This is an optimization exercise on Yosys and OpenROAD, whose aim is small area, a short achievable clock period and few clock cycles, not a production implementation. Only simulation tests tie the RTL to the original design; equivalence was not proved. No activity file was given, so power comes from the tool's default toggle rates.

File: flow/design.v
module secded_sm_core (
    input  wire        clk,
    input  wire        rst,
    input  wire [5:0]  enc_data,
    output wire [10:0] enc_chan,
    input  wire [10:0] dec_chan,
    output wire [5:0]  dec_data,
    output wire [1:0]  dec_outcome,
    input  wire        exec_valid,
    input  wire [5:0]  exec_word,
    output wire        exec_ready,
    output wire [1:0]  run_state,
    output wire        ovf,
    output wire [2:0]  err_cause,
    output wire [1:0]  top_tag,
    output wire [7:0]  top_data,
    output wire        ann_valid,
    output wire [7:0]  ann_data,
    input  wire        ann_ready
);
    secded_codec u_codec (
        .enc_data    (enc_data),
        .enc_chan    (enc_chan),
        .dec_chan    (dec_chan),
        .dec_data    (dec_data),
        .dec_outcome (dec_outcome)
    );
    stack_machine u_sm (
        .clk        (clk),
        .rst        (rst),
        .exec_valid (exec_valid),
        .exec_word  (exec_word),
        .exec_ready (exec_ready),
        .run_state  (run_state),
        .ovf        (ovf),
        .err_cause  (err_cause),
        .top_tag    (top_tag),
        .top_data   (top_data),
        .ann_valid  (ann_valid),
        .ann_data   (ann_data),
        .ann_ready  (ann_ready)
    );
endmodule
module secded_codec (
    input  wire [5:0]  enc_data,
    output wire [10:0] enc_chan,
    input  wire [10:0] dec_chan,
    output wire [5:0]  dec_data,
    output wire [1:0]  dec_outcome
);
    wire e0 = enc_data[5], e1 = enc_data[4], e2 = enc_data[3];
    wire e3 = enc_data[2], e4 = enc_data[1], e5 = enc_data[0];
    assign enc_chan = {enc_data,
                       e0 ^ e1 ^ e2,
                       e0 ^ e3 ^ e4,
                       e1 ^ e3 ^ e5,
                       e2 ^ e4 ^ e5,
                       ^enc_data};
    wire r0 = dec_chan[10], r1 = dec_chan[9], r2 = dec_chan[8];
    wire r3 = dec_chan[7],  r4 = dec_chan[6], r5 = dec_chan[5];
    wire r6 = dec_chan[4],  r7 = dec_chan[3], r8 = dec_chan[2];
    wire r9 = dec_chan[1],  r10 = dec_chan[0];
    wire s0 = r6 ^ r0 ^ r1 ^ r2;
    wire s1 = r7 ^ r0 ^ r3 ^ r4;
    wire s2 = r8 ^ r1 ^ r3 ^ r5;
    wire s3 = r9 ^ r2 ^ r4 ^ r5;
    wire op = ^dec_chan;
    wire nz  = s0 | s1 | s2 | s3;
    wire w3  = (s0 & s1 & (s2 | s3)) | (s2 & s3 & (s0 | s1));
    assign dec_outcome[0] = op & ~w3;
    assign dec_outcome[1] = op ? w3 : nz;
    wire m0 =  s0 &  s1 & ~s2 & ~s3;
    wire m1 =  s0 & ~s1 &  s2 & ~s3;
    wire m2 =  s0 & ~s1 & ~s2 &  s3;
    wire m3 = ~s0 &  s1 &  s2 & ~s3;
    wire m4 = ~s0 &  s1 & ~s2 &  s3;
    wire m5 = ~s0 & ~s1 &  s2 &  s3;
    assign dec_data[5] = op ? (r0 ^ m0) : r0;
    assign dec_data[4] = op ? (r1 ^ m1) : r1;
    assign dec_data[3] = op ? (r2 ^ m2) : r2;
    assign dec_data[2] = op ? (r3 ^ m3) : r3;
    assign dec_data[1] = op ? (r4 ^ m4) : r4;
    assign dec_data[0] = op ? (r5 ^ m5) : r5;
endmodule
module stack_machine (
    input  wire       clk,
    input  wire       rst,
    input  wire       exec_valid,
    input  wire [5:0] exec_word,
    output wire       exec_ready,
    output wire [1:0] run_state,
    output wire       ovf,
    output wire [2:0] err_cause,
    output wire [1:0] top_tag,
    output wire [7:0] top_data,
    output wire       ann_valid,
    output wire [7:0] ann_data,
    input  wire       ann_ready
);
    localparam [1:0] ST_IDLE    = 2'b00;
    localparam [1:0] ST_RUNNING = 2'b01;
    localparam [1:0] ST_STOPPED = 2'b10;
    localparam [1:0] ST_ERROR   = 2'b11;
    localparam [2:0] E_NONE      = 3'd0;
    localparam [2:0] E_UNDERFLOW = 3'd1;
    localparam [2:0] E_TYPE      = 3'd2;
    localparam [2:0] E_DIVZERO   = 3'd3;
    localparam [2:0] E_CAPACITY  = 3'd5;
    localparam [3:0] OP_STP = 4'h0, OP_DUP = 4'h1, OP_DEL = 4'h2, OP_SWP = 4'h3,
                     OP_ADD = 4'h4, OP_SUB = 4'h5, OP_MUL = 4'h6, OP_DIV = 4'h7,
                     OP_EXP = 4'h8, OP_MOD = 4'h9, OP_SHL = 4'hA, OP_SHR = 4'hB,
                     OP_HEX = 4'hC, OP_IEQ = 4'hD, OP_NOT = 4'hE, OP_XOR = 4'hF;
    localparam [1:0] M_READY = 2'd0;
    localparam [1:0] M_DIV   = 2'd1;
    localparam [1:0] M_EXP   = 2'd2;
    localparam [1:0] M_SPK   = 2'd3;
    reg [1:0] rs;
    reg       ovf_q;
    reg [2:0] cause_q;
    reg [1:0] mode;
    reg [5:0] sp;                 
    reg [8:0] xr, yr;             
    reg [8:0] mem [0:29];         
    reg [7:0] acc;                
    reg       dv_mod;             
    reg [2:0] dv_cnt;             
    reg [6:0] cd;                 
    reg [1:0] cn;                 
    reg       tp;                 
    wire ready = (mode == M_READY);
    assign exec_ready = ready;
    assign run_state  = rs;
    assign ovf        = ovf_q;
    assign err_cause  = cause_q;
    wire [7:0] x = xr[7:0];
    wire [7:0] y = yr[7:0];
    wire x_chr = xr[8];
    wire y_chr = yr[8];
    wire has1 = |sp;
    wire has2 = |sp[5:1];
    wire full = sp[5];
    wire [5:0] sp_inc = sp + 6'd1;
    wire [5:0] sp_dec = sp - 6'd1;
    wire [5:0] w      = exec_word;
    wire [3:0] opc    = w[3:0];
    wire       is_lit = (w[5:4] == 2'b00);
    wire       is_op  = (w[5:4] == 2'b01);
    wire       is_chr = w[5] && (w[4:0] <= 5'd26);
    wire       is_spk = (w == 6'h3F);
    wire       go     = exec_valid && ready && !rs[1];
    assign top_tag  = !has1 ? 2'b00 : !x_chr ? 2'b01 : (x == 8'h20) ? 2'b11 : 2'b10;
    assign top_data = has1 ? x : 8'h00;
    wire [31:0] sp_is;
    genvar g;
    generate
        for (g = 0; g < 32; g = g + 1) begin : SPD
            assign sp_is[g] = (sp[4:0] == g);
        end
    endgenerate
    reg [8:0] rd;
    integer r;
    always @(*) begin
        rd = 9'd0;
        for (r = 0; r < 30; r = r + 1)
            rd = rd | ({9{sp_is[(r + 3) % 32]}} & mem[r]);
    end
    wire [15:0] prod;
    mul8x8 u_mul (.a(y), .b(x), .p(prod));
    wire        big_shift = |x[7:3];
    wire [7:0]  shl_t = y << x[2:0];
    wire [7:0]  shr_t = y >> x[2:0];
    wire p01 = y[0] & y[1], p02 = y[0] & y[2], p03 = y[0] & y[3], p04 = y[0] & y[4];
    wire p05 = y[0] & y[5], p06 = y[0] & y[6], p12 = y[1] & y[2], p13 = y[1] & y[3];
    wire p14 = y[1] & y[4], p15 = y[1] & y[5], p23 = y[2] & y[3], p24 = y[2] & y[4];
    wire [7:0] sq_y = {p06, y[3], p04, y[2], p02, y[1], 1'b0, y[0]}
                    + {p15, p05,  p13, p03,  1'b0, p01, 2'b00}
                    + {p24, p14,  1'b0, p12, 4'b0000}
                    + {1'b0, p23, 6'b000000};
    function is_hex;
        input [8:0] c;
        is_hex = c[8] && (c[7:0] >= 8'h41) && (c[7:0] <= 8'h46);
    endfunction
    wire       exp_zero = !y[0] && big_shift;
    wire [5:0] exp_e    = y[0] ? x[5:0] : {3'b000, x[2:0]};
    wire [7:0] exp_r1   = exp_e[0] ? y : 8'd1;
    wire       exp_done = exp_zero || (exp_e[5:1] == 5'd0);
    reg        exp_ovf;
    always @(*) begin
        if (x == 8'd0 || y[7:1] == 7'd0) exp_ovf = 1'b0;
        else if (y >= 8'd16) exp_ovf = (x >= 8'd2);
        else if (y >= 8'd7)  exp_ovf = (x >= 8'd3);
        else if (y >= 8'd4)  exp_ovf = (x >= 8'd4);
        else if (y == 8'd3)  exp_ovf = (x >= 8'd6);
        else                 exp_ovf = (x >= 8'd8);
    end
    wire [7:0] ym = y | {1'b0, y[7:1]} | {2'b0, y[7:2]} | {3'b0, y[7:3]} |
                    {4'b0, y[7:4]} | {5'b0, y[7:5]} | {6'b0, y[7:6]} | {7'b0, y[7]};
    wire [7:0] fits;
    generate
        for (g = 0; g < 8; g = g + 1) begin : FIT
            wire [15:0] xs = {8'd0, x} << g;
            assign fits[g] = (xs[15:8] == 8'd0) && ((xs[7:0] & ~ym) == 8'd0);
        end
    endgenerate
    reg [2:0] dv_k;
    always @(*) begin
        casez (fits[7:1])
            7'b1??????: dv_k = 3'd7;
            7'b01?????: dv_k = 3'd6;
            7'b001????: dv_k = 3'd5;
            7'b0001???: dv_k = 3'd4;
            7'b00001??: dv_k = 3'd3;
            7'b000001?: dv_k = 3'd2;
            7'b0000001: dv_k = 3'd1;
            default:    dv_k = 3'd0;
        endcase
    end
    wire [7:0] dv_d0 = x << dv_k;
    wire [7:0] ym_r  = {ym[0], ym[1], ym[2], ym[3], ym[4], ym[5], ym[6], ym[7]};
    wire [8:0] shl_ov_v = {ym_r, 1'b0};           
    wire       shl_ovf = shl_ov_v[x[2:0]];
    wire [8:0] add_t  = {1'b0, y} + {1'b0, x};
    wire [7:0] as_b   = !ready ? acc : x;
    wire [8:0] as_t   = {1'b0, y} + {1'b0, ~as_b} + 9'd1;
    wire       dv_ge  = as_t[8];                   
    wire [7:0] dv_rem = dv_ge ? as_t[7:0] : y;
    wire [7:0] dv_quo = {x[6:0], dv_ge};      
    wire [6:0] d10_in = (cn != 2'd0) ? cd[6:0] : x[6:0];    
    reg  [3:0] d10_t;
    always @(*) begin
        if      (d10_in >= 7'd90) d10_t = 4'd9;
        else if (d10_in >= 7'd80) d10_t = 4'd8;
        else if (d10_in >= 7'd70) d10_t = 4'd7;
        else if (d10_in >= 7'd60) d10_t = 4'd6;
        else if (d10_in >= 7'd50) d10_t = 4'd5;
        else if (d10_in >= 7'd40) d10_t = 4'd4;
        else if (d10_in >= 7'd30) d10_t = 4'd3;
        else if (d10_in >= 7'd20) d10_t = 4'd2;
        else if (d10_in >= 7'd10) d10_t = 4'd1;
        else                      d10_t = 4'd0;
    end
    wire [3:0] d10_o = d10_in[3:0] - {d10_t[2:0], 1'b0} - {d10_t[0], 3'b000};
    wire       x_ge200 = (x >= 8'd200);
    wire       x_ge100 = (x >= 8'd100);
    wire [7:0] x_rest  = x - (x_ge200 ? 8'd200 : 8'd100);
    reg [7:0] fb;
    reg [6:0] fd;
    reg [1:0] fn;
    always @(*) begin
        fd = x_rest[6:0];
        if (x_chr) begin
            fb = x; fn = 2'd0;
        end else if (x_ge100) begin
            fb = {6'b001100, x_ge200, !x_ge200}; fn = 2'd2;
        end else if (d10_t != 4'd0) begin
            fb = {4'h3, d10_t}; fn = 2'd1; fd = {3'b000, d10_o};
        end else begin
            fb = {4'h3, x[3:0]}; fn = 2'd0;
        end
    end
    wire two_int = !x_chr && !y_chr;
    reg       fail;
    reg [2:0] fcause;
    always @(*) begin
        fail   = 1'b0;
        fcause = E_UNDERFLOW;
        if (is_lit || is_chr) begin
            if (full) begin fail = 1'b1; fcause = E_CAPACITY; end
        end else if (is_spk) begin
            if (!has1) fail = 1'b1;
            else if (x_chr) begin fail = 1'b1; fcause = E_TYPE; end
            else if ({1'b0, x} >= {2'b00, sp}) fail = 1'b1;
        end else if (is_op) begin
            case (opc)
                OP_STP: ;
                OP_DUP: begin
                    if (!has1) fail = 1'b1;
                    else if (full) begin fail = 1'b1; fcause = E_CAPACITY; end
                end
                OP_DEL: if (!has1) fail = 1'b1;
                OP_SWP: if (!has2) fail = 1'b1;
                OP_NOT: begin
                    if (!has1) fail = 1'b1;
                    else if (x_chr) begin fail = 1'b1; fcause = E_TYPE; end
                end
                OP_HEX: begin
                    if (!has2) fail = 1'b1;
                    else if (!is_hex(xr) || !is_hex(yr)) begin fail = 1'b1; fcause = E_TYPE; end
                end
                default: begin
                    if (!has2) fail = 1'b1;
                    else if (!two_int) begin fail = 1'b1; fcause = E_TYPE; end
                    else if ((opc == OP_DIV || opc == OP_MOD) && x == 8'd0) begin
                        fail = 1'b1; fcause = E_DIVZERO;
                    end
                end
            endcase
        end
    end
    reg [7:0] bin_res;
    reg       bin_ovf;
    always @(*) begin
        bin_res = 8'h00;
        bin_ovf = 1'b0;
        case (opc)
            OP_ADD: begin bin_res = add_t[7:0]; bin_ovf = add_t[8]; end
            OP_SUB: begin bin_res = as_t[7:0]; bin_ovf = !as_t[8]; end
            OP_MUL: begin bin_res = prod[7:0];  bin_ovf = |prod[15:8]; end
            OP_SHL: begin
                bin_res = big_shift ? 8'h00 : shl_t;
                bin_ovf = big_shift ? ym[0] : shl_ovf;
            end
            OP_SHR: bin_res = big_shift ? 8'h00 : shr_t;
            OP_HEX: bin_res = {y[3:0] + 4'd9, x[3:0] + 4'd9};
            OP_IEQ: bin_res = {7'd0, (x == y)};
            OP_XOR: bin_res = x ^ y;
            OP_EXP: begin bin_res = exp_zero ? 8'h00 : exp_r1; bin_ovf = exp_ovf; end
            OP_DIV: bin_res = {7'd0, dv_ge};
            OP_MOD: bin_res = dv_rem;
            default: ;
        endcase
    end
    wire [8:0] push_cell = is_lit ? {5'b00000, w[3:0]} :
                           is_chr ? ((w[4:0] == 5'd26) ? 9'h120 : {4'b1010, 5'd1 + w[4:0]}) :
                           xr;        
    wire off_cd    = (cn != 2'd0);
    wire off_term  = !off_cd && tp;
    wire off_cell  = (mode == M_SPK) && !off_cd && !tp && (acc[4:0] != 5'd0);
    assign ann_valid = off_cd || tp || off_cell;
    assign ann_data  = off_cd ? {4'h3, cn[1] ? d10_t : cd[3:0]} : tp ? 8'h00 : fb;
    wire load_cd   = off_cd && ann_ready;
    wire load_term = off_term && ann_ready;
    wire load_cell = off_cell && ann_ready;
    reg        do_push, do_pop;
    reg [8:0]  x_nx;
    reg        x_we;
    reg [8:0]  y_nx;
    reg        y_we;
    reg        tp_set;
    always @(*) begin
        do_push = 1'b0;
        do_pop  = 1'b0;       
        x_nx    = push_cell;
        x_we    = 1'b0;
        y_nx    = xr;
        y_we    = 1'b0;
        tp_set  = 1'b0;
        case (mode)
            M_READY: if (go && !fail) begin
                if (is_lit || is_chr) do_push = 1'b1;
                else if (is_spk) begin
                    do_pop = 1'b1;
                    if (x == 8'd0 && (!tp || load_term)) tp_set = 1'b1;
                end else if (is_op) begin
                    case (opc)
                        OP_STP: ;
                        OP_DUP: do_push = 1'b1;
                        OP_DEL: do_pop = 1'b1;
                        OP_SWP: begin
                            x_nx = yr; x_we = 1'b1;
                            y_nx = xr; y_we = 1'b1;
                        end
                        OP_NOT: begin x_nx = {1'b0, ~x}; x_we = 1'b1; end
                        OP_DIV, OP_MOD: begin
                            if (dv_k == 3'd0) begin
                                do_pop = 1'b1; x_nx = {1'b0, bin_res}; x_we = 1'b1;
                            end else begin
                                x_nx = 9'd0; x_we = 1'b1;
                            end
                        end
                        OP_EXP: begin
                            if (exp_done) begin
                                do_pop = 1'b1; x_nx = {1'b0, bin_res}; x_we = 1'b1;
                            end else begin
                                x_nx = {1'b0, exp_r1}; x_we = 1'b1;
                                y_nx = {1'b0, sq_y};   y_we = 1'b1;
                            end
                        end
                        default: begin
                            do_pop = 1'b1; x_nx = {1'b0, bin_res}; x_we = 1'b1;
                        end
                    endcase
                end
            end
            M_DIV: begin
                if (dv_cnt != 3'd0) begin
                    x_nx = {1'b0, dv_quo}; x_we = 1'b1;
                    y_nx = {1'b0, dv_rem}; y_we = 1'b1;
                end else begin
                    do_pop = 1'b1; x_we = 1'b1;
                    x_nx = {1'b0, dv_mod ? dv_rem : dv_quo};
                end
            end
            M_EXP: begin
                x_nx = {1'b0, acc[0] ? prod[7:0] : x}; x_we = 1'b1;
                if (acc[7:1] == 7'd0) do_pop = 1'b1;
                else begin y_nx = {1'b0, sq_y}; y_we = 1'b1; end
            end
            M_SPK: begin
                if (load_cell) begin
                    do_pop = 1'b1;
                    if (acc[4:0] == 5'd1) tp_set = 1'b1;
                end else if (acc[4:0] == 5'd0 && !tp)
                    tp_set = 1'b1;
            end
        endcase
    end
    integer i;
    always @(posedge clk) begin
        if (do_push) begin
            for (i = 0; i < 30; i = i + 1)
                if (sp_is[i + 2]) mem[i] <= yr;
        end
        if (do_push) begin
            xr <= x_nx;
            yr <= xr;
        end else if (do_pop) begin
            xr <= x_we ? x_nx : yr;
            yr <= rd;
        end else begin
            if (x_we) xr <= x_nx;
            if (y_we) yr <= y_nx;
        end
        if (mode == M_READY) begin
            acc    <= is_spk ? x : (opc == OP_EXP) ? {2'b00, exp_e[5:1]} : dv_d0;
            dv_mod <= opc[3];
            dv_cnt <= dv_k;
        end else if (mode == M_EXP) begin
            acc <= {1'b0, acc[7:1]};
        end else if (mode == M_DIV) begin
            acc <= {1'b0, acc[7:1]};
            dv_cnt <= dv_cnt - 3'd1;
        end
        if (load_cell)
            acc <= {3'b000, acc[4:0] - 5'd1};
        if (load_cell)
            cd <= fd;
        else if (load_cd && cn[1])
            cd <= {3'b000, d10_o};
    end
    always @(posedge clk) begin
        if (rst) begin
            rs      <= ST_IDLE;
            ovf_q   <= 1'b0;
            cause_q <= E_NONE;
            mode    <= M_READY;
            sp      <= 6'd0;
            cn      <= 2'd0;
            tp      <= 1'b0;
        end else begin
            if (do_push) sp <= sp_inc;
            else if (do_pop) sp <= sp_dec;
            tp <= tp_set || (tp && !load_term);
            if (load_cell) cn <= fn;
            else if (load_cd) cn <= cn - 2'd1;
            case (mode)
                M_READY: if (go) begin
                    if (fail) begin
                        rs <= ST_ERROR;
                        cause_q <= fcause;
                    end else begin
                        rs <= (is_op && opc == OP_STP) ? ST_STOPPED : ST_RUNNING;
                        if (is_op) begin
                            case (opc)
                                OP_ADD, OP_SUB, OP_MUL, OP_SHL, OP_SHR, OP_EXP:
                                    ovf_q <= bin_ovf;
                                OP_DIV, OP_MOD: ovf_q <= 1'b0;
                                default: ;
                            endcase
                            if ((opc == OP_DIV || opc == OP_MOD) && dv_k != 3'd0) mode <= M_DIV;
                            if (opc == OP_EXP && !exp_done) mode <= M_EXP;
                        end
                        if (is_spk && !tp_set) mode <= M_SPK;
                    end
                end
                M_DIV: if (dv_cnt == 3'd0) mode <= M_READY;
                M_EXP: if (acc[7:1] == 7'd0) mode <= M_READY;
                M_SPK: if (tp_set) mode <= M_READY;
            endcase
        end
    end
endmodule
module mul8x8 (
    input  wire [7:0]  a,
    input  wire [7:0]  b,
    output wire [15:0] p
);
    wire m1 = (a[0]&b[6]) ^ (a[1]&b[5]);
    wire m2 = (a[0]&b[6]) & (a[1]&b[5]);
    wire m3 = (a[0]&b[7]) ^ (a[1]&b[6]) ^ (a[2]&b[5]);
    wire m4 = ((a[0]&b[7]) & (a[1]&b[6])) | ((a[2]&b[5]) & ((a[0]&b[7]) ^ (a[1]&b[6])));
    wire m5 = (a[3]&b[4]) ^ (a[4]&b[3]);
    wire m6 = (a[3]&b[4]) & (a[4]&b[3]);
    wire m7 = (a[1]&b[7]) ^ (a[2]&b[6]) ^ (a[3]&b[5]);
    wire m8 = ((a[1]&b[7]) & (a[2]&b[6])) | ((a[3]&b[5]) & ((a[1]&b[7]) ^ (a[2]&b[6])));
    wire m9 = (a[4]&b[4]) ^ (a[5]&b[3]);
    wire m10 = (a[4]&b[4]) & (a[5]&b[3]);
    wire m11 = (a[2]&b[7]) ^ (a[3]&b[6]) ^ (a[4]&b[5]);
    wire m12 = ((a[2]&b[7]) & (a[3]&b[6])) | ((a[4]&b[5]) & ((a[2]&b[7]) ^ (a[3]&b[6])));
    wire m13 = (a[0]&b[4]) ^ (a[1]&b[3]);
    wire m14 = (a[0]&b[4]) & (a[1]&b[3]);
    wire m15 = (a[0]&b[5]) ^ (a[1]&b[4]) ^ (a[2]&b[3]);
    wire m16 = ((a[0]&b[5]) & (a[1]&b[4])) | ((a[2]&b[3]) & ((a[0]&b[5]) ^ (a[1]&b[4])));
    wire m17 = (a[3]&b[2]) ^ (a[4]&b[1]);
    wire m18 = (a[3]&b[2]) & (a[4]&b[1]);
    wire m19 = m1 ^ (a[2]&b[4]) ^ (a[3]&b[3]);
    wire m20 = (m1 & (a[2]&b[4])) | ((a[3]&b[3]) & (m1 ^ (a[2]&b[4])));
    wire m21 = (a[4]&b[2]) ^ (a[5]&b[1]) ^ (a[6]&b[0]);
    wire m22 = ((a[4]&b[2]) & (a[5]&b[1])) | ((a[6]&b[0]) & ((a[4]&b[2]) ^ (a[5]&b[1])));
    wire m23 = m2 ^ m3 ^ m5;
    wire m24 = (m2 & m3) | (m5 & (m2 ^ m3));
    wire m25 = (a[5]&b[2]) ^ (a[6]&b[1]) ^ (a[7]&b[0]);
    wire m26 = ((a[5]&b[2]) & (a[6]&b[1])) | ((a[7]&b[0]) & ((a[5]&b[2]) ^ (a[6]&b[1])));
    wire m27 = m4 ^ m6 ^ m7;
    wire m28 = (m4 & m6) | (m7 & (m4 ^ m6));
    wire m29 = m9 ^ (a[6]&b[2]) ^ (a[7]&b[1]);
    wire m30 = (m9 & (a[6]&b[2])) | ((a[7]&b[1]) & (m9 ^ (a[6]&b[2])));
    wire m31 = m8 ^ m10 ^ m11;
    wire m32 = (m8 & m10) | (m11 & (m8 ^ m10));
    wire m33 = (a[5]&b[4]) ^ (a[6]&b[3]) ^ (a[7]&b[2]);
    wire m34 = ((a[5]&b[4]) & (a[6]&b[3])) | ((a[7]&b[2]) & ((a[5]&b[4]) ^ (a[6]&b[3])));
    wire m35 = m12 ^ (a[3]&b[7]) ^ (a[4]&b[6]);
    wire m36 = (m12 & (a[3]&b[7])) | ((a[4]&b[6]) & (m12 ^ (a[3]&b[7])));
    wire m37 = (a[5]&b[5]) ^ (a[6]&b[4]) ^ (a[7]&b[3]);
    wire m38 = ((a[5]&b[5]) & (a[6]&b[4])) | ((a[7]&b[3]) & ((a[5]&b[5]) ^ (a[6]&b[4])));
    wire m39 = (a[4]&b[7]) ^ (a[5]&b[6]) ^ (a[6]&b[5]);
    wire m40 = ((a[4]&b[7]) & (a[5]&b[6])) | ((a[6]&b[5]) & ((a[4]&b[7]) ^ (a[5]&b[6])));
    wire m41 = (a[0]&b[3]) ^ (a[1]&b[2]);
    wire m42 = (a[0]&b[3]) & (a[1]&b[2]);
    wire m43 = m13 ^ (a[2]&b[2]) ^ (a[3]&b[1]);
    wire m44 = (m13 & (a[2]&b[2])) | ((a[3]&b[1]) & (m13 ^ (a[2]&b[2])));
    wire m45 = m14 ^ m15 ^ m17;
    wire m46 = (m14 & m15) | (m17 & (m14 ^ m15));
    wire m47 = m16 ^ m18 ^ m19;
    wire m48 = (m16 & m18) | (m19 & (m16 ^ m18));
    wire m49 = m20 ^ m22 ^ m23;
    wire m50 = (m20 & m22) | (m23 & (m20 ^ m22));
    wire m51 = m24 ^ m26 ^ m27;
    wire m52 = (m24 & m26) | (m27 & (m24 ^ m26));
    wire m53 = m28 ^ m30 ^ m31;
    wire m54 = (m28 & m30) | (m31 & (m28 ^ m30));
    wire m55 = m32 ^ m34 ^ m35;
    wire m56 = (m32 & m34) | (m35 & (m32 ^ m34));
    wire m57 = m36 ^ m38 ^ m39;
    wire m58 = (m36 & m38) | (m39 & (m36 ^ m38));
    wire m59 = m40 ^ (a[5]&b[7]) ^ (a[6]&b[6]);
    wire m60 = (m40 & (a[5]&b[7])) | ((a[6]&b[6]) & (m40 ^ (a[5]&b[7])));
    wire m61 = (a[0]&b[2]) ^ (a[1]&b[1]);
    wire m62 = (a[0]&b[2]) & (a[1]&b[1]);
    wire m63 = m41 ^ (a[2]&b[1]) ^ (a[3]&b[0]);
    wire m64 = (m41 & (a[2]&b[1])) | ((a[3]&b[0]) & (m41 ^ (a[2]&b[1])));
    wire m65 = m42 ^ m43 ^ (a[4]&b[0]);
    wire m66 = (m42 & m43) | ((a[4]&b[0]) & (m42 ^ m43));
    wire m67 = m44 ^ m45 ^ (a[5]&b[0]);
    wire m68 = (m44 & m45) | ((a[5]&b[0]) & (m44 ^ m45));
    wire m69 = m46 ^ m47 ^ m21;
    wire m70 = (m46 & m47) | (m21 & (m46 ^ m47));
    wire m71 = m48 ^ m49 ^ m25;
    wire m72 = (m48 & m49) | (m25 & (m48 ^ m49));
    wire m73 = m50 ^ m51 ^ m29;
    wire m74 = (m50 & m51) | (m29 & (m50 ^ m51));
    wire m75 = m52 ^ m53 ^ m33;
    wire m76 = (m52 & m53) | (m33 & (m52 ^ m53));
    wire m77 = m54 ^ m55 ^ m37;
    wire m78 = (m54 & m55) | (m37 & (m54 ^ m55));
    wire m79 = m56 ^ m57 ^ (a[7]&b[4]);
    wire m80 = (m56 & m57) | ((a[7]&b[4]) & (m56 ^ m57));
    wire m81 = m58 ^ m59 ^ (a[7]&b[5]);
    wire m82 = (m58 & m59) | ((a[7]&b[5]) & (m58 ^ m59));
    wire m83 = m60 ^ (a[6]&b[7]) ^ (a[7]&b[6]);
    wire m84 = (m60 & (a[6]&b[7])) | ((a[7]&b[6]) & (m60 ^ (a[6]&b[7])));
    wire [15:0] mr1 = {1'b0, m84, m82, m80, m78, m76, m74, m72, m70, m68, m66, m64, m62, m61, (a[0]&b[1]), (a[0]&b[0])};
    wire [15:0] mr2 = {1'b0, (a[7]&b[7]), m83, m81, m79, m77, m75, m73, m71, m69, m67, m65, m63, (a[2]&b[0]), (a[1]&b[0]), 1'b0};
    assign p = mr1 + mr2;
endmodule
File: flow/run.sh
#!/bin/bash
# synth_recipe.tcl (not shown) runs the flow's synth.tcl, then flattens the netlist and writes it again
# the make line also repeats each setting of config.mk as NAME=value (left out here)
make -C /OpenROAD-flow-scripts/flow DESIGN_CONFIG=/design/flow/config.mk WORK_HOME=/design/flow/orfs CLKGATE_MAP_FILE= SYNTH_SCRIPT=/design/flow/synth_recipe.tcl finish
File: flow/config.mk
export PLATFORM = sky130hd
export DESIGN_NAME = secded_sm_core
export DESIGN_NICKNAME = secded_sm_core
export VERILOG_FILES = /design/flow/design.v
export SDC_FILE = /design/flow/constraint.sdc
export NUM_CORES = 4
export LEC_CHECK = 0
export ABC_AREA = 1
export CAP_MARGIN = 30
export CORE_MARGIN = 2
export CORE_UTILIZATION = 50
export SETUP_SLACK_MARGIN = 4.8
export SLEW_MARGIN = 30
File: flow/constraint.sdc
create_clock -name core_clock -period 10.0 [get_ports {clk}]
set_input_delay 2.0000 -clock core_clock [delete_from_list [all_inputs] [get_ports {clk}]]
set_output_delay 2.0000 -clock core_clock [all_outputs]
set_load 0.01 [all_outputs]
==> metrics.md, run 1 <==
| Metric | Value |
|---|---|
| Result of the run | `no timing/DRC/antenna violations` |
| Static power due to leakage | `10.35 nW` |
| Post-route standard cell area excluding fillers | `0.02469 mm^2` |
| Number of warnings printed during yosys synthesis | `2` |
| Growth of design area from synthesis to finish | `16.27%` |
| Dominant synthesized flop cell | `edfxtp_1` |
| Number of register bits inferred by synthesis | `324` |
| DR vias/cell | `6.160` |
| # port buffers | `71` |
| Worst Tran Pin Value | `1.037 ns` |
| Setup Skew | `0.02380 ns` |
| Leading cell type in the layout, fill and taps excluded | `nand2_1` |
| DP Wirelength | `60.82 mm` |
| Count of vias placed by the detailed router | `19610` |
| Die Span Y | `210.1 um` |
| Chip Width | `210.1 um` |
| Power density over cell area | `261.3 mW/mm^2` |
| Iter 0 DRT Violations | `2178` |
| Non-filler instance count after layout | `3184` |
| Final count of pins violating max slew | `0` |
| Most frequent cells in the layout | `nand2_1, inv_1, edfxtp_1` |
| Total global routing track utilization | `37.78%` |
| Share of the synthesized area in the top cell type | `42.99%` |
| Total wire length after detailed routing | `84.38 mm` |
| Smallest hold slack | `0.4726 ns` |
| Detail Route Antenna Nets | `0` |
| Boundary Pins | `72` |
| Share of layout cells above drive strength 1 | `11.49%` |
| Period utilisation layout | `55.60%` |
| Synthesized netlist cell count | `2495` |
| Hold Vio Cnt, Final | `0` |
| Total congestion overflow after global routing | `0` |
| Number of enable-type register cells in the synthesized netlist | `304` |
| Final weighted congestion in routability-driven placement | `1.034` |
| Num Clock Sinks | `324` |
| Async set-or-reset flop fraction in the synthesized netlist | `0%` |
| Worst EP required | `8.00 ns` |
| Fillers | `3759` |
| Die outline area | `0.04413 mm^2` |
| Mean instance size in the synthesized netlist | `8.511 um^2` |
| Clock tree from TritonCTS | `done` |
| Initial antenna violation count | `0` |
| Clock Latency Late Sink | `0.54 ns` |
| DRC | `0` |
| Setup TNS Final | `0 ns` |
| Sequential share of the synthesized area | `44.88%` |
| Max Root-Sink Buffers | `3` |
| Placement Cell Area | `0.02266 mm^2` |
| Post-CTS Hold Fix Bufs | `0` |
| VDD IR max | `0.2974 mV` |
| Timing endpoint of the critical path | `dec_data[4]` |
| Launch instance of the worst register-to-register path | `u_sm.acc[0]$_DFFE_PP_` |
| Cell area after synthesis | `0.02123 mm^2` |
| Post-layout net count | `2776` |
| Critical path start-end classification | `in2out` |
| Setup crit end kind | `output port` |
| Cell at the root of the clock tree | `clkbuf_16` |
| Number of global-route vias before repair | `18690` |
| Maximum level of the CTS H-tree | `2` |
| Shortest period the worst path allows | `5.560 ns` |
| Antenna diode instance count | `0` |
| Critical path startpoint category | `input pin` |
| Number of buffers created by CTS | `36` |
| Syn Nets | `2653` |
| Synth area leader | `edfxtp_1` |
| Peak fanout along the critical path | `5` |
| Reg2Reg Depth | `21` |
| Dominant cells by area after synthesis | `edfxtp_1, nand2_1, inv_1` |
| Arrival time at the worst endpoint | `3.56 ns` |
| Post-synthesis cell type count | `67` |
| Worst-case headroom to the max-slew limit | `30.60%` |
| Setup repair after global routing missed its margin | `yes` |
| Maxcap violations | `0` |
| Number of failing setup endpoints in the final timing report | `0` |
| Reg2reg end | `u_sm.xr[1]$_DFFE_PP_` |
| Maximum number of pins on one net before global-route repair | `48` |
| Average wire per cell in the routed design | `26.50 um` |
| Slack of the worst reg-to-reg path | `4.99 ns` |
| Worst hold path class | `reg2reg` |
| Cell total after placement | `3067` |
| Maximum achievable frequency | `179.9 MHz` |
| Num rows | `75` |
| Global-route wire length before repair | `121.2 mm` |
| Start point of the worst min-delay path | `u_sm.ovf_q$_SDFFE_PP0P_` |
| Core box area | `0.04195 mm^2` |
| Starting utilization of the core area | `50.62%` |
| Critical path startpoint | `dec_chan[2]` |
| First-pass iteration count of the detailed router | `6` |
| Clock Pin Slew Worst Setup and Hold Paths | `0.07 ns` |
| Post-route core utilization | `58.86%` |
per-stage QoR:
| stage | power, mW | setup WS [ns] |
|---|---|---|
| after floorplan | 3.821 | 4.712 |
| after global placement | 4.877 | 3.406 |
| after detailed placement | 4.906 | 3.312 |
| after CTS | 6.246 | 4.545 |
| after global routing | 6.836 | 4.335 |
| final | 6.451 | 4.440 |
how the worst min path moves through the flow:
stage | endpoint | slack [ns] | cells past startpoint
after global placement | u_sm.ovf_q$_SDFFE_PP0P_ | 0.45 | 2
after floorplan | u_sm.acc[7]$_SDFFE_PP0P_ | 0.45 | 2
final | u_sm.ovf_q$_SDFFE_PP0P_ | 0.47 | 2
after global routing | u_sm.ovf_q$_SDFFE_PP0P_ | 0.50 | 2
after CTS | u_sm.ovf_q$_SDFFE_PP0P_ | 0.49 | 2
after detailed placement | u_sm.ovf_q$_SDFFE_PP0P_ | 0.47 | 2
flip-flops by register name, summed over array words and instances, names as in the netlist, 2 cells and up:
name,flops
u_sm.acc,8
u_sm.cause_q,3
u_sm.cd,7
u_sm.cn,2
u_sm.dv_cnt,3
u_sm.mem,270
u_sm.mode,2
u_sm.rs,2
u_sm.sp,6
u_sm.xr,9
u_sm.yr,9
report_power, final:
| group | internal, mW | total [mW] | switching (mW) |
|---|---|---|---|
| combinational | 1.11 | 3.44 | 2.33 |
| sequential | 1.63 | 1.72 | 0.0870 |
| clock | 0.750 | 1.29 | 0.542 |
area by class of cell:
class / count / area (um^2) / share of cell area [%]
Timing Repair Buffer: 161 / 1480 / 5.995
Clock inverter: 22 / 200.2 / 0.8108
Sequential cell: 324 / 9533 / 38.61
Inverter: 340 / 1299 / 5.260
Clock buffer: 43 / 937.1 / 3.796
Multi-Input combinational cell: 1755 / 10570 / 42.80
Tap cell: 539 / 674.4 / 2.731
layer usage:
layer / global-route usage [%] / vias to the layer above / wire [um]
met4: 27.83 / 0 / 7241
met2: 61.36 / 1161 / 38980
met1: 45.26 / 9371 / 30980
met3: 6.779 / 341 / 7174
li1: - / 8740 / -
met5: 0 / - / 0
synth_stat cells (all sizes together), types with 3 or more instances:
| cell type | count |
|---|---|
| o211ai | 24 |
| buf | 36 |
| edfxtp | 304 |
| a211oi | 8 |
| xor2 | 39 |
| a31oi | 12 |
| clkbuf | 40 |
| o2111ai | 4 |
| inv | 327 |
| or2 | 3 |
| nand2 | 658 |
| ha | 88 |
| nor2 | 198 |
| nand3b | 6 |
| nand4 | 63 |
| o21bai | 4 |
| fa | 43 |
| clkinv | 13 |
| dfxtp | 20 |
| nor3 | 42 |
| a22o | 17 |
| a22oi | 18 |
| xnor2 | 28 |
| o221ai | 9 |
| o21ai | 151 |
| a221oi | 23 |
| a21boi | 3 |
| and2 | 4 |
| nor4 | 22 |
| o31ai | 4 |
| nand3 | 125 |
| o22ai | 18 |
| a21oi | 125 |
cells by family (layout without fill, tap and decap cells):
| logic type | Yosys count | in the layout | share of synthesized area (%) |
|---|---|---|---|
| and+or+nand+nor | 1126 | 1126 | 22.96 |
| buffers and inverters | 416 | 566 | 7.896 |
| adders and majority gates | 131 | 131 | 9.239 |
| AOI/OAI and AO/OA | 431 | 431 | 12.27 |
| DFF | 324 | 324 | 44.88 |
| xor gates and xnor gates | 67 | 67 | 2.764 |
worst max-delay path: stages:
cell	delay (ns)
buf_6	0.10
xor2_1	0.16
xor2_1	0.25
xor2_2	0.27
xnor2_4	0.13
inv_2	0.12
nand4_1	0.14
xnor2_1	0.22
buf_2	0.16
what timing repair did:
item / CTS / global route
endpoints found under the setup margin: 269 / 82
gates resized for setup: 180 / 72
pin swaps: 28 / 21
setup buffers: 24 / 26
gates cloned: 1 / 1
Testbench counts, summed over its fixed seeds: cycles 20,982.
==> inputs of run 2 (changes only) <==
--- a/flow/config.mk
+++ b/flow/config.mk
@@ -8,6 +8,6 @@
 export ABC_AREA = 1
 export CAP_MARGIN = 30
 export CORE_MARGIN = 2
-export CORE_UTILIZATION = 50
-export SETUP_SLACK_MARGIN = 4.8
+export CORE_UTILIZATION = 45
+export SETUP_SLACK_MARGIN = 4.5
 export SLEW_MARGIN = 30
==> metrics.md, run 2 <==
| Metric | Value |
|---|---|
| Growth of design area from synthesis to finish | `15.23%` |
| Clock Latency Late Sink | `0.55 ns (about the same)` |
| Number of enable-type register cells in the synthesized netlist | `304 (unchanged)` |
| Starting utilization of the core area | `45.61% (-5.0 points)` |
| Iter 0 DRT Violations | `2099 (-3.6%)` |
| Global-route wire length before repair | `121.2 mm (about the same)` |
| Fraction of power consumed by sequential logic | `27.0% (+0.4 points)` |
| Total global routing track utilization | `32.87% (-4.9 points)` |
| Core box area | `0.04656 mm^2 (+11%)` |
| Arrival time at the worst endpoint | `3.46 ns (-0.10 ns)` |
| Total wire length after detailed routing | `82.51 mm (-2.2%)` |
| Worst EP required | `8.00 ns (about the same)` |
| DP Wirelength | `60.08 mm (-1.2%)` |
| Launch instance of the worst register-to-register path | `u_sm.yr[3]$_DFFE_PP_` |
| Maxcap violations | `0 (unchanged)` |
| Net Switching | `2.886 mW (-2.4%)` |
| Dominant synthesized flop cell | `edfxtp_1` |
| Share of layout cells above drive strength 1 | `9.829% (-1.7 points)` |
| Maximum number of pins on one net before global-route repair | `47 (-2.1%)` |
| Die Span Y | `221.2 um (+5.3%)` |
| Shortest period the worst path allows | `5.461 ns (-0.09955 ns)` |
| Flip-flop count of the largest register after layout | `270 (unchanged)` |
| Start point of the worst min-delay path | `u_sm.ovf_q$_SDFFE_PP0P_` |
| Power density over cell area | `259.2 mW/mm^2 (-0.78%)` |
| Number of global-route vias before repair | `18480 (-1.1%)` |
| Hold depth | `2 (unchanged)` |
| Commonest cells in the synthesized netlist | `nand2_1, inv_1, edfxtp_1` |
| Leading cell type in the layout, fill and taps excluded | `nand2_1` |
| Boundary Pins | `72 (unchanged)` |
| Setup TNS Final | `0 ns (unchanged)` |
| Detail Route Antenna Nets | `0 (unchanged)` |
| Biggest register | `u_sm.mem` |
| Antenna diode instance count | `0 (unchanged)` |
| Met2 capacity usage during global routing | `54.18% (-7.2 points)` |
| Most common cell in the netlist | `nand2_1` |
| GR Util met3 | `3.877% (-2.9 points)` |
| Num Clock Sinks | `324 (unchanged)` |
| Peak fanout along the critical path | `3 (-2)` |
| Leading registers by flop count | `u_sm.mem x270, u_sm.xr x9, u_sm.yr x9` |
| DRC | `0 (unchanged)` |
| Post-layout net count | `2757 (-0.68%)` |
| Worst-case headroom to the max-slew limit | `31.65% (+1.1 points)` |
| Fillers | `4442 (+18%)` |
| First-pass iteration count of the detailed router | `5 (-1)` |
| Cell area after synthesis | `0.02123 mm^2 (unchanged)` |
| Maximum achievable frequency | `183.1 MHz (+1.8%)` |
| Share of the synthesized area in the top cell type | `42.99% (unchanged)` |
| Least setup slack across all paths after layout | `4.539 ns (+0.09955 ns)` |
| Number of register bits inferred by synthesis | `324 (unchanged)` |
| Number of warnings printed during yosys synthesis | `2 (unchanged)` |
| Setup repair after global routing missed its margin | `yes` |
| Number of failing setup endpoints in the final timing report | `0 (unchanged)` |
| Post-synthesis cell type count | `67 (unchanged)` |
| Total power | `6.343 mW (-1.7%)` |
| Async set-or-reset flop fraction in the synthesized netlist | `0% (unchanged)` |
| Dominant cells by area after synthesis | `edfxtp_1, nand2_1, inv_1` |
| Worst hold path class | `reg2reg` |
| Total congestion overflow after global routing | `0 (unchanged)` |
| Period utilisation layout | `54.61% (-1.0 points)` |
| Reg2Reg Depth | `23 (+9.5%)` |
| Layer carrying the most global-route usage | `met2` |
| Chip Width | `221.2 um (+5.3%)` |
| Synthesized netlist cell count | `2495 (unchanged)` |
| Die outline area | `0.04894 mm^2 (+11%)` |
| Final weighted congestion in routability-driven placement | `1.029 (-0.44%)` |
| Met1 Resource Use GR | `43.63% (-1.6 points)` |
| Smallest hold slack | `0.4611 ns (-0.01152 ns)` |
| Average wire per cell in the routed design | `25.53 um (-3.7%)` |
| Critical path start-end classification | `in2out` |
| VDD IR max | `0.4115 mV (+38%)` |
| Combinational group share of total power | `52.5% (-0.8 points)` |
| DR vias/cell | `5.967 (-3.1%)` |
| Result of the run | `no timing/DRC/antenna violations` |
| Critical path startpoint category | `input pin` |
| Post-CTS Hold Fix Bufs | `0 (unchanged)` |
| Hold endpoint | `u_sm.ovf_q$_SDFFE_PP0P_` |
| Mean instance size in the synthesized netlist | `8.511 um^2 (unchanged)` |
| Slack of the worst reg-to-reg path | `4.69 ns (-0.30 ns)` |
| Setup Skew | `0.03048 ns (+0.006680 ns)` |
| Sw frac | `45.50% (-0.34 points)` |
| Setup crit end kind | `output port` |
| Place WS | `3.433 ns (+0.1212 ns)` |
| Pint | `3.457 mW (-1.1%)` |
| Static power due to leakage | `10.19 nW (-1.5%)` |
| Maximum level of the CTS H-tree | `2 (unchanged)` |
| Cell at the root of the clock tree | `clkbuf_16` |
| Proportion of power drawn by the clock network | `20.6% (+0.6 points)` |
| Sequential share of the synthesized area | `44.88% (unchanged)` |
| Number of buffers created by CTS | `34 (-5.6%)` |
| Count of vias placed by the detailed router | `19280 (-1.7%)` |
| Num rows | `79 (+5.3%)` |
| # port buffers | `71 (unchanged)` |
| Clock tree from TritonCTS | `done` |
| Hold Vio Cnt, Final | `0 (unchanged)` |
| Worst Tran Pin Value | `1.020 ns (-0.01752 ns)` |
| Final count of pins violating max slew | `0 (unchanged)` |
| Max Root-Sink Buffers | `3 (unchanged)` |
| Syn Nets | `2653 (unchanged)` |
| Most frequent cells in the layout | `nand2_1, inv_1, edfxtp_1` |
| Synth area leader | `edfxtp_1` |
| Clock Pin Slew Worst Setup and Hold Paths | `0.05 ns (-0.02 ns)` |
| Initial antenna violation count | `1 (+1)` |
| Reg2reg end | `u_sm.xr[7]$_DFFE_PP_` |
## run 2: changes by cell type in the layout (fill, tap and decap cells not counted), sizes merged, moves of 4 or more
| cell | delta |
|---|---|
| dlygate4sd2 | -4 |
| buf | -18 |
| clkbuf | -9 |
| clkdlybuf4s50 | +8 |
## run 2: cell type report
class / count / area [um^2] / share of cell area (%)
repair buffers: 143 / 1279 / 5.226
clock inverters: 23 / 249.0 / 1.018
well taps: 607 / 759.5 / 3.104
flip-flops and latches: 324 / 9529 / 38.95
multi-input cells: 1756 / 10460 / 42.74
inverters: 340 / 1303 / 5.323
clock buffers: 39 / 890.9 / 3.641
## run 2: worst max-delay path: stages
cell     delay [ns]
buf_12         0.12
xnor2_4        0.17
xor2_2         0.22
xor2_2         0.17
buf_4          0.14
nor2_1         0.05
o31ai_1        0.20
nor2_1         0.08
a31oi_1        0.15
buf_2          0.17
## run 2: worst max path at each step
stage,to,startpoint,cells after the start
after global routing,dec_outcome[1],dec_chan[8],10
after floorplan,dec_outcome[1],dec_chan[1],7
final,dec_outcome[1],dec_chan[8],10
after global placement,dec_data[1],dec_chan[8],10
after CTS,dec_data[1],dec_chan[8],10
after detailed placement,u_sm.xr[6]$_DFFE_PP_,exec_word[0],14
## run 2: layer usage
| layer | part of all wire [%] | up-vias |
|---|---|---|
| li1 | - | 8720 |
| met2 | 47 | 954 |
| met1 | 40 | 9398 |
| met5 | 0 | - |
| met3 | 7.4 | 212 |
| met4 | 5.2 | 0 |
## run 2: power groups by stage
stage	clock network (mW)	registers, mW	logic [mW]
floorplan	0	1.74	2.08
global placement	0	1.78	3.09
detailed placement	0	1.78	3.12
CTS	1.31	1.71	3.23
global route	1.36	1.72	3.64
finish	1.31	1.71	3.33
## run 2: cell families (layout without fill, tap and decap cells)
family                   after synthesis  in the layout  share of synthesized area (%)
AND/OR/NAND/NOR                     1126           1127                          22.96
AO/OA/AOI/OAI                        431            431                          12.27
XOR/XNOR                              67             67                          2.764
buffers and inverters                416            545                          7.896
adder cells (fa/ha/maj)              131            131                          9.239
flip-flops                           324            324                          44.88
## run 2: through the flow
step,area [um^2],utilization [%],std cells
4_1_cts,24140,51.86,3220
3_5_place_dp,22660,48.67,3131
6_report,24470,52.55,3232
2_1_floorplan,21230,-,2495
3_3_place_gp,22610,48.56,3131
5_1_grt,24470,52.55,3232
## run 2: what timing repair did
action,in CTS,in global routing
pin swaps,25,21
gates resized for setup,131,49
setup buffers,27,11
cloned,0,1
endpoints found under the setup margin,195,110
==> inputs of run 3 (changes only) <==
--- a/flow/config.mk
+++ b/flow/config.mk
@@ -9,5 +9,5 @@
 export CAP_MARGIN = 30
 export CORE_MARGIN = 2
 export CORE_UTILIZATION = 45
-export SETUP_SLACK_MARGIN = 4.5
+export SETUP_SLACK_MARGIN = 4.6
 export SLEW_MARGIN = 30
==> metrics.md, run 3 <==
| Metric | Value |
|---|---|
| Result of the run | `no timing/DRC/antenna violations` |
| Clock tree from TritonCTS | `done` |
| Max Root-Sink Buffers | `3 (unchanged)` |
| Sequential share of the synthesized area | `44.88% (unchanged)` |
| Syn Nets | `2653 (unchanged)` |
| Cell area after synthesis | `0.02123 mm^2 (unchanged)` |
| Post-layout net count | `2757 (unchanged)` |
| Cell total after placement | `3131 (unchanged)` |
| Hold Vio Cnt, Final | `0 (unchanged)` |
| Count of vias placed by the detailed router | `19300 (+0.10%)` |
| Critical path startpoint | `dec_chan[9]` |
| Antenna diode instance count | `0 (unchanged)` |
| First-pass iteration count of the detailed router | `7 (+2)` |
| Peak fanout along the critical path | `3 (unchanged)` |
| Longest individual stage delay on the worst path | `0.25 ns (+0.03 ns)` |
| Setup Skew | `0.03262 ns (+0.002141 ns)` |
| Starting utilization of the core area | `45.61% (unchanged)` |
| Most frequent cells in the layout | `nand2_1, inv_1, edfxtp_1` |
| Total wire length after detailed routing | `82.55 mm (about the same)` |
| Post-CTS Hold Fix Bufs | `0 (unchanged)` |
| Share of the synthesized area in the top cell type | `42.99% (unchanged)` |
| Setup TNS Final | `0 ns (unchanged)` |
| Num Clock Sinks | `324 (unchanged)` |
| Most common cell in the netlist | `nand2_1` |
| Die Span Y | `221.2 um (unchanged)` |
| Total congestion overflow after global routing | `0 (unchanged)` |
| Chip Width | `221.2 um (unchanged)` |
| Cell-by-cell trace of the critical path | `buf_12 -> xnor2_4 -> xor2_4 -> xor2_4 -> buf_6 -> buf_6 -> o31ai_4 -> nor2_2 -> a31oi_1 -> buf_2` |
| Biggest register | `u_sm.mem` |
| Initial antenna violation count | `1 (unchanged)` |
| Worst-case headroom to the max-slew limit | `28.98% (-2.7 points)` |
| Post-synthesis cell type count | `67 (unchanged)` |
| Leading cell type in the layout, fill and taps excluded | `nand2_1` |
| Async set-or-reset flop fraction in the synthesized netlist | `0% (unchanged)` |
| Non-filler instance count after layout | `3232 (unchanged)` |
| Period utilisation layout | `54.68% (+0.077 points)` |
| Detail Route Antenna Nets | `0 (unchanged)` |
| Share of layout cells above drive strength 1 | `10.40% (+0.57 points)` |
| Global-route wire length before repair | `121.4 mm (+0.19%)` |
| Shortest period the worst path allows | `5.468 ns (+0.007720 ns)` |
| Number of global-route vias before repair | `18490 (+0.032%)` |
| Reg2reg end | `u_sm.xr[0]$_DFFE_PP_` |
| Timing endpoint of the critical path | `dec_outcome[1]` |
| Mean instance size in the synthesized netlist | `8.511 um^2 (unchanged)` |
| Die outline area | `0.04894 mm^2 (unchanged)` |
| Clock Pin Slew Worst Setup and Hold Paths | `0.05 ns (about the same)` |
| Average wire per cell in the routed design | `25.54 um (about the same)` |
| DR vias/cell | `5.973 (+0.10%)` |
| Number of buffers created by CTS | `34 (unchanged)` |
| Worst Tran Pin Value | `1.059 ns (+0.03980 ns)` |
| Boundary Pins | `72 (unchanged)` |
| Static power due to leakage | `10.19 nW (about the same)` |
| Final count of pins violating max slew | `0 (unchanged)` |
| Arrival time at the worst endpoint | `3.47 ns (about the same)` |
| Number of cells on the critical path | `10 (unchanged)` |
| Critical path startpoint category | `input pin` |
| # port buffers | `71 (unchanged)` |
| Final weighted congestion in routability-driven placement | `1.029 (unchanged)` |
| Number of warnings printed during yosys synthesis | `2 (unchanged)` |
| Num rows | `79 (unchanged)` |
| Number of enable-type register cells in the synthesized netlist | `304 (unchanged)` |
| Dominant cells by area after synthesis | `edfxtp_1, nand2_1, inv_1` |
| Maximum number of pins on one net before global-route repair | `47 (unchanged)` |
| Clock Latency Late Sink | `0.55 ns (about the same)` |
| Number of failing setup endpoints in the final timing report | `0 (unchanged)` |
| Crit path buffers/inverters | `4 (+1)` |
| Maximum achievable frequency | `182.9 MHz (-0.14%)` |
| Flip-flop count of the largest register after layout | `270 (unchanged)` |
| Synthesized netlist cell count | `2495 (unchanged)` |
| Slowest cell on the critical path | `xor2_4` |
| Total power | `6.364 mW (+0.34%)` |
| Leading registers by flop count | `u_sm.mem x270, u_sm.xr x9, u_sm.yr x9` |
| Iter 0 DRT Violations | `2056 (-2.0%)` |
| Reg2Reg Depth | `18 (-22%)` |
| DRC | `0 (unchanged)` |
| Maxcap violations | `0 (unchanged)` |
| Synth area leader | `edfxtp_1` |
| Growth of design area from synthesis to finish | `15.59%` |
| Launch instance of the worst register-to-register path | `u_sm.mode[0]$_SDFFE_PP0P_` |
| Number of register bits inferred by synthesis | `324 (unchanged)` |
| Dominant synthesized flop cell | `edfxtp_1` |
| Setup crit end kind | `output port` |
| Setup repair after global routing missed its margin | `yes` |
| Slack of the worst reg-to-reg path | `4.70 ns (about the same)` |
| Critical path start-end classification | `in2out` |
| Worst EP required | `8.00 ns (about the same)` |
| VDD IR max | `0.4140 mV (+0.58%)` |
| Total global routing track utilization | `32.94% (+0.065 points)` |
| Commonest cells in the synthesized netlist | `nand2_1, inv_1, edfxtp_1` |
| Least setup slack across all paths after layout | `4.532 ns (-0.007720 ns)` |
| Place WS | `3.433 ns (unchanged)` |
| DP Wirelength | `60.08 mm (unchanged)` |
| Family of cells with the greatest summed delay on the critical path | `XOR/XNOR gates` |
| Power density over cell area | `259.3 mW/mm^2 (about the same)` |
| Core box area | `0.04656 mm^2 (unchanged)` |
| Cell at the root of the clock tree | `clkbuf_16` |
| Maximum level of the CTS H-tree | `2 (unchanged)` |
| Worst hold path class | `reg2reg` |
-- run 3: cell counts after synthesis --
No cell type changed its count.
-- run 3: per-stage QoR --
stage | hold slack (ns) | instance area [um^2] | util (%)
2_1_floorplan | 0.4495 | 21230 | -
4_1_cts | 0.4614 | 24190 | 51.95
6_report | 0.4614 | 24540 | 52.72
5_1_grt | 0.5035 | 24540 | 52.72
3_5_place_dp | 0.4533 | 22660 | 48.67
3_3_place_gp | 0.4550 | 22610 | 48.56
-- run 3: cell type report --
type | count | area, um^2
clock buffers | 39 | 890.9
clock inverters | 23 | 249.0
fillers | 4433 | 22010
inverters | 340 | 1303
multi-input cells | 1756 | 10530
flip-flops and latches | 324 | 9530
well taps | 607 | 759.5
repair buffers | 143 | 1287
-- run 3: cell families (layout without fill, tap and decap cells) --
family                   after synthesis  in the layout  synth area share [%]
AND/OR/NAND/NOR                     1126           1127                 22.96
flip-flops                           324            324                 44.88
XOR/XNOR                              67             67                 2.764
AO/OA/AOI/OAI                        431            431                 12.27
adder cells (fa/ha/maj)              131            131                 9.239
buffers and inverters                416            545                 7.896
-- run 3: worst min-delay path by stage --
stage / end / cells past startpoint / startpoint
2_1_floorplan: u_sm.acc[7]$_SDFFE_PP0P_ / 2 / u_sm.acc[7]$_SDFFE_PP0P_
3_3_place_gp: u_sm.ovf_q$_SDFFE_PP0P_ / 2 / u_sm.ovf_q$_SDFFE_PP0P_
3_5_place_dp: u_sm.ovf_q$_SDFFE_PP0P_ / 2 / u_sm.ovf_q$_SDFFE_PP0P_
4_1_cts: u_sm.ovf_q$_SDFFE_PP0P_ / 2 / u_sm.ovf_q$_SDFFE_PP0P_
5_1_grt: u_sm.ovf_q$_SDFFE_PP0P_ / 2 / u_sm.ovf_q$_SDFFE_PP0P_
6_report: u_sm.ovf_q$_SDFFE_PP0P_ / 2 / u_sm.ovf_q$_SDFFE_PP0P_
-- run 3: timing repair --
item	4_1_cts	5_1_grt
cloned	0	1
pin swaps	27	13
resized for setup	145	59
endpoints found under the setup margin	273	151
buffers inserted	26	12
-- run 3: power breakdown --
| part | internal (mW) | switching (mW) |
|---|---|---|
| logic | 1.08 | 2.27 |
| clock network | 0.755 | 0.550 |
| registers | 1.63 | 0.0747 |
| total | 3.47 | 2.90 |
-- run 3: metal layers --
metal,share of wire (%),up-vias,wire (um),GRT usage [%]
li1,-,8707,-,-
met4,5.5,0,4552,14.70
met1,40,9382,33170,43.66
met5,0,-,0,0
met3,7.4,228,6106,3.904
met2,47,987,38720,54.40
-- run 3: worst register-to-register path, delay by kind of cell, from the launching register on --
| family | cells | cell delay (ns) |
|---|---|---|
| DFF | 1 | 0.37 |
| and+or+nand+nor | 7 | 0.88 |
| adders and majority gates | 2 | 0.55 |
| AOI/OAI and AO/OA | 4 | 1.95 |
| buffers and inverters | 5 | 1.33 |
==> inputs of run 4 (changes only) <==
--- a/flow/config.mk
+++ b/flow/config.mk
@@ -8,6 +8,6 @@
 export ABC_AREA = 1
 export CAP_MARGIN = 30
 export CORE_MARGIN = 2
-export CORE_UTILIZATION = 45
-export SETUP_SLACK_MARGIN = 4.6
+export CORE_UTILIZATION = 40
+export SETUP_SLACK_MARGIN = 4.5
 export SLEW_MARGIN = 30
==> metrics.md, run 4 <==
| Metric | Value |
|---|---|
| Static power due to leakage | `10.20 nW (about the same)` |
| Worst Tran Pin Value | `1.004 ns (-0.05555 ns)` |
| Max Root-Sink Buffers | `3 (unchanged)` |
| Boundary Pins | `72 (unchanged)` |
| Setup repair after global routing missed its margin | `yes` |
| Total power | `6.280 mW (-1.3%)` |
| Worst hold path class | `reg2reg` |
| Detailed route wirelength on metal3 | `5.621 mm (-7.9%)` |
| Total wire length after detailed routing | `84.38 mm (+2.2%)` |
| Count of vias placed by the detailed router | `19330 (+0.15%)` |
| Clock tree from TritonCTS | `done` |
| First-pass iteration count of the detailed router | `6 (-1)` |
| Number of global-route vias before repair | `18750 (+1.4%)` |
| Most frequent cell on the critical path | `xor2_1` |
| DRC | `0 (unchanged)` |
| Reg2reg end | `u_sm.ovf_q$_SDFFE_PP0P_` |
| DP Wirelength | `61.39 mm (+2.2%)` |
| Number of failing setup endpoints in the final timing report | `0 (unchanged)` |
| Longest individual stage delay on the worst path | `0.25 ns (about the same)` |
| Die outline area | `0.05494 mm^2 (+12%)` |
| Share of layout cells above drive strength 1 | `9.890% (-0.51 points)` |
| Worst-case headroom to the max-slew limit | `32.82% (+3.8 points)` |
| Number of buffers created by CTS | `35 (+2.9%)` |
| Mean instance size in the synthesized netlist | `8.511 um^2 (unchanged)` |
| Top metal layer carrying routed signals | `met4` |
| Non-filler instance count after layout | `3317 (+2.6%)` |
| Leading registers by flop count | `u_sm.mem x270, u_sm.xr x9, u_sm.yr x9` |
| Flip-flop count of the largest register after layout | `270 (unchanged)` |
| Synthesized netlist cell count | `2495 (unchanged)` |
| Final weighted congestion in routability-driven placement | `1.038 (+0.82%)` |
| Slowest cell on the critical path | `xor2_1` |
| Smallest hold slack | `0.4670 ns (+0.005540 ns)` |
| Hold Vio Cnt, Final | `0 (unchanged)` |
| Number of register bits inferred by synthesis | `324 (unchanged)` |
| Core box area | `0.05255 mm^2 (+13%)` |
| Share of the synthesized area in the top cell type | `42.99% (unchanged)` |
| Starting utilization of the core area | `40.41% (-5.2 points)` |
| Result of the run | `no timing/DRC/antenna violations` |
| Cell at the root of the clock tree | `clkbuf_16` |
| Cell area after synthesis | `0.02123 mm^2 (unchanged)` |
| Post-route standard cell area excluding fillers | `0.02449 mm^2 (-0.24%)` |
| Cell total after placement | `3213 (+2.6%)` |
| Power density over cell area | `256.5 mW/mm^2 (-1.1%)` |
| Launch instance of the worst register-to-register path | `u_sm.xr[0]$_DFFE_PP_` |
| Arrival time at the worst endpoint | `3.55 ns (+0.08 ns)` |
| Antenna diode instance count | `0 (unchanged)` |
| Num Clock Sinks | `324 (unchanged)` |
| Most common cell in the netlist | `nand2_1` |
| Growth of design area from synthesis to finish | `15.31%` |
| Final count of pins violating max slew | `0 (unchanged)` |
| Met1 wire length | `33.50 mm (+1.0%)` |
| Maximum achievable frequency | `180.3 MHz (-1.4%)` |
| Die Span Y | `234.4 um (+6.0%)` |
| Detail Route Antenna Nets | `0 (unchanged)` |
| Worst EP required | `8.00 ns (about the same)` |
| Syn Nets | `2653 (unchanged)` |
| Dominant synthesized flop cell | `edfxtp_1` |
| Biggest register | `u_sm.mem` |
| Post-layout net count | `2764 (+0.25%)` |
| Slack of the worst reg-to-reg path | `4.66 ns (-0.04 ns)` |
| Total congestion overflow after global routing | `0 (unchanged)` |
| Peak fanout along the critical path | `3 (unchanged)` |
| Maximum number of pins on one net before global-route repair | `54 (+15%)` |
| Shortest period the worst path allows | `5.545 ns (+0.07675 ns)` |
| Dominant cells by area after synthesis | `edfxtp_1, nand2_1, inv_1` |
| Setup TNS Final | `0 ns (unchanged)` |
| Critical path startpoint | `dec_chan[9]` |
| Maxcap violations | `0 (unchanged)` |
| Iter 0 DRT Violations | `2018 (-1.8%)` |
| Length of routed met2 wiring | `40.08 mm (+3.5%)` |
| Clock Pin Slew Worst Setup and Hold Paths | `0.05 ns (about the same)` |
| Num rows | `84 (+6.3%)` |
| Maximum level of the CTS H-tree | `2 (unchanged)` |
| Global-route wire length before repair | `123.4 mm (+1.7%)` |
| Number of enable-type register cells in the synthesized netlist | `304 (unchanged)` |
| Average wire per cell in the routed design | `25.44 um (-0.40%)` |
| Number of warnings printed during yosys synthesis | `2 (unchanged)` |
| Synth area leader | `edfxtp_1` |
| Setup crit end kind | `output port` |
| Cell-by-cell trace of the critical path | `buf_8 -> xnor2_2 -> xor2_1 -> xor2_1 -> buf_4 -> inv_4 -> nor2_4 -> nand3_2 -> nor2_2 -> xor2_1 -> buf_2` |
| Post-CTS Hold Fix Bufs | `0 (unchanged)` |
| Most frequent cells in the layout | `nand2_1, inv_1, edfxtp_1` |
| Leading cell type in the layout, fill and taps excluded | `nand2_1` |
| Chip Width | `234.4 um (+6.0%)` |
| Setup Skew | `0.02211 ns (-0.01051 ns)` |
| Reg2Reg Depth | `20 (+2)` |
| # port buffers | `71 (unchanged)` |
| Clock Latency Late Sink | `0.53 ns (-0.02 ns)` |
| Post-synthesis cell type count | `67 (unchanged)` |
| Total global routing track utilization | `30.62% (-2.3 points)` |
| Initial antenna violation count | `0 (-1)` |
| VDD IR max | `0.1857 mV (-55%)` |
| Critical path start-end classification | `in2out` |
| Timing endpoint of the critical path | `dec_data[1]` |
| Async set-or-reset flop fraction in the synthesized netlist | `0% (unchanged)` |
| Sequential share of the synthesized area | `44.88% (unchanged)` |
| DR vias/cell | `5.828 (-2.4%)` |
| Commonest cells in the synthesized netlist | `nand2_1, inv_1, edfxtp_1` |
| Period utilisation layout | `55.45% (+0.77 points)` |
| Critical path startpoint category | `input pin` |
| Placement Cell Area | `0.02275 mm^2 (+0.42%)` |
## run 4: cell counts after synthesis
No cell type changed its count.
## run 4: critical path, delay by kind of cell
| family | cells | cell delay (ns) |
|---|---|---|
| xor gates and xnor gates | 4 | 0.77 |
| buffers and inverters | 4 | 0.47 |
| and+or+nand+nor | 3 | 0.31 |
## run 4: worst min-delay path by stage
stage	from	end	slack (ns)	cells after the start
2_1_floorplan	u_sm.acc[7]$_SDFFE_PP0P_	u_sm.acc[7]$_SDFFE_PP0P_	0.45	2
3_3_place_gp	u_sm.ovf_q$_SDFFE_PP0P_	u_sm.ovf_q$_SDFFE_PP0P_	0.46	2
3_5_place_dp	u_sm.ovf_q$_SDFFE_PP0P_	u_sm.ovf_q$_SDFFE_PP0P_	0.46	2
4_1_cts	u_sm.ovf_q$_SDFFE_PP0P_	u_sm.ovf_q$_SDFFE_PP0P_	0.47	2
5_1_grt	u_sm.ovf_q$_SDFFE_PP0P_	u_sm.ovf_q$_SDFFE_PP0P_	0.51	2
6_report	u_sm.ovf_q$_SDFFE_PP0P_	u_sm.ovf_q$_SDFFE_PP0P_	0.47	2
## run 4: cells by family (layout without fill, tap and decap cells)
| kind of cell | after synthesis | after routing | synth area share, % |
|---|---|---|---|
| buffers and inverters | 416 | 549 | 7.896 |
| AND/OR/NAND/NOR | 1126 | 1127 | 22.96 |
| flip-flops | 324 | 324 | 44.88 |
| AO/OA/AOI/OAI | 431 | 431 | 12.27 |
| adder cells (fa/ha/maj) | 131 | 131 | 9.239 |
| XOR/XNOR | 67 | 67 | 2.764 |
## run 4: area by class of cell
type	count	area, um^2
clock buffers	41	898.4
clock inverters	19	152.6
fillers	5169	28060
inverters	340	1304
multi-input cells	1756	10440
flip-flops and latches	324	9530
well taps	688	860.8
repair buffers	149	1304
## run 4: repair_timing
item / 4_1_cts / 5_1_grt
buffers inserted: 24 / 19
pin swaps: 24 / 14
resized for setup: 138 / 40
endpoints found under the setup margin: 244 / 135
cloned: 1 / 0
## run 4: where the power goes
part           total, mW  switching [mW]  internal [mW]
Clock               1.23           0.552          0.676
Combinational       3.34            2.26           1.08
Sequential          1.71          0.0794           1.63
## run 4: stage by stage
| stage | util [%] | setup WS [ns] |
|---|---|---|
| floorplan | - | 4.689 |
| global placement | 43.22 | 3.396 |
| detailed placement | 43.30 | 3.286 |
| CTS | 46.00 | 4.469 |
| global route | 46.60 | 4.307 |
| finish | 46.60 | 4.455 |
## run 4: routing by layer
layer	vias to the layer above	global-route usage, %
li1	8722	-
met1	9429	38.86
met2	913	51.39
met3	268	3.611
met4	0	15.90
met5	-	0

==> static timing again, ports no longer ideal <==
How much do the figures lean on ideal ports? The routed layouts below were timed once more, with nothing changed but the port constraints. Step 1 assumes that a clkbuf_16 drives the clock port and a buf_2 every other input. Step 2 adds t to the input delays and takes it off the output delays; t is the mean of the earliest and latest rising clock arrival at the registers after step 1. Input paths then give back, and output paths get back, about the clock's delay inside the block. Three values: ideal, step 1, step 2; two values: the first two.
run | t, ns | slack for setup (ns) | worst hold slack (ns) | slew at the worst register clock pin (ns)
run 1 | 0.589 | 4.440 / 4.392 / 4.392 | 0.473 / 0.473 / 0.473 | 0.07 / 0.07
run 2 | 0.581 | 4.539 / 4.490 / 4.102 | 0.461 / 0.461 / 0.461 | 0.07 / 0.07
run 3 | 0.585 | 4.532 / 4.482 / 4.171 | 0.461 / 0.461 / 0.461 | 0.07 / 0.07
run 4 | 0.573 | 4.455 / 4.411 / 4.247 | 0.467 / 0.467 / 0.467 | 0.07 / 0.07
After both steps every run listed still meets setup and hold. For run 2, which loses most, drivers alone change the setup slack by -0.049 ns; drivers and shift together by -0.437 ns.
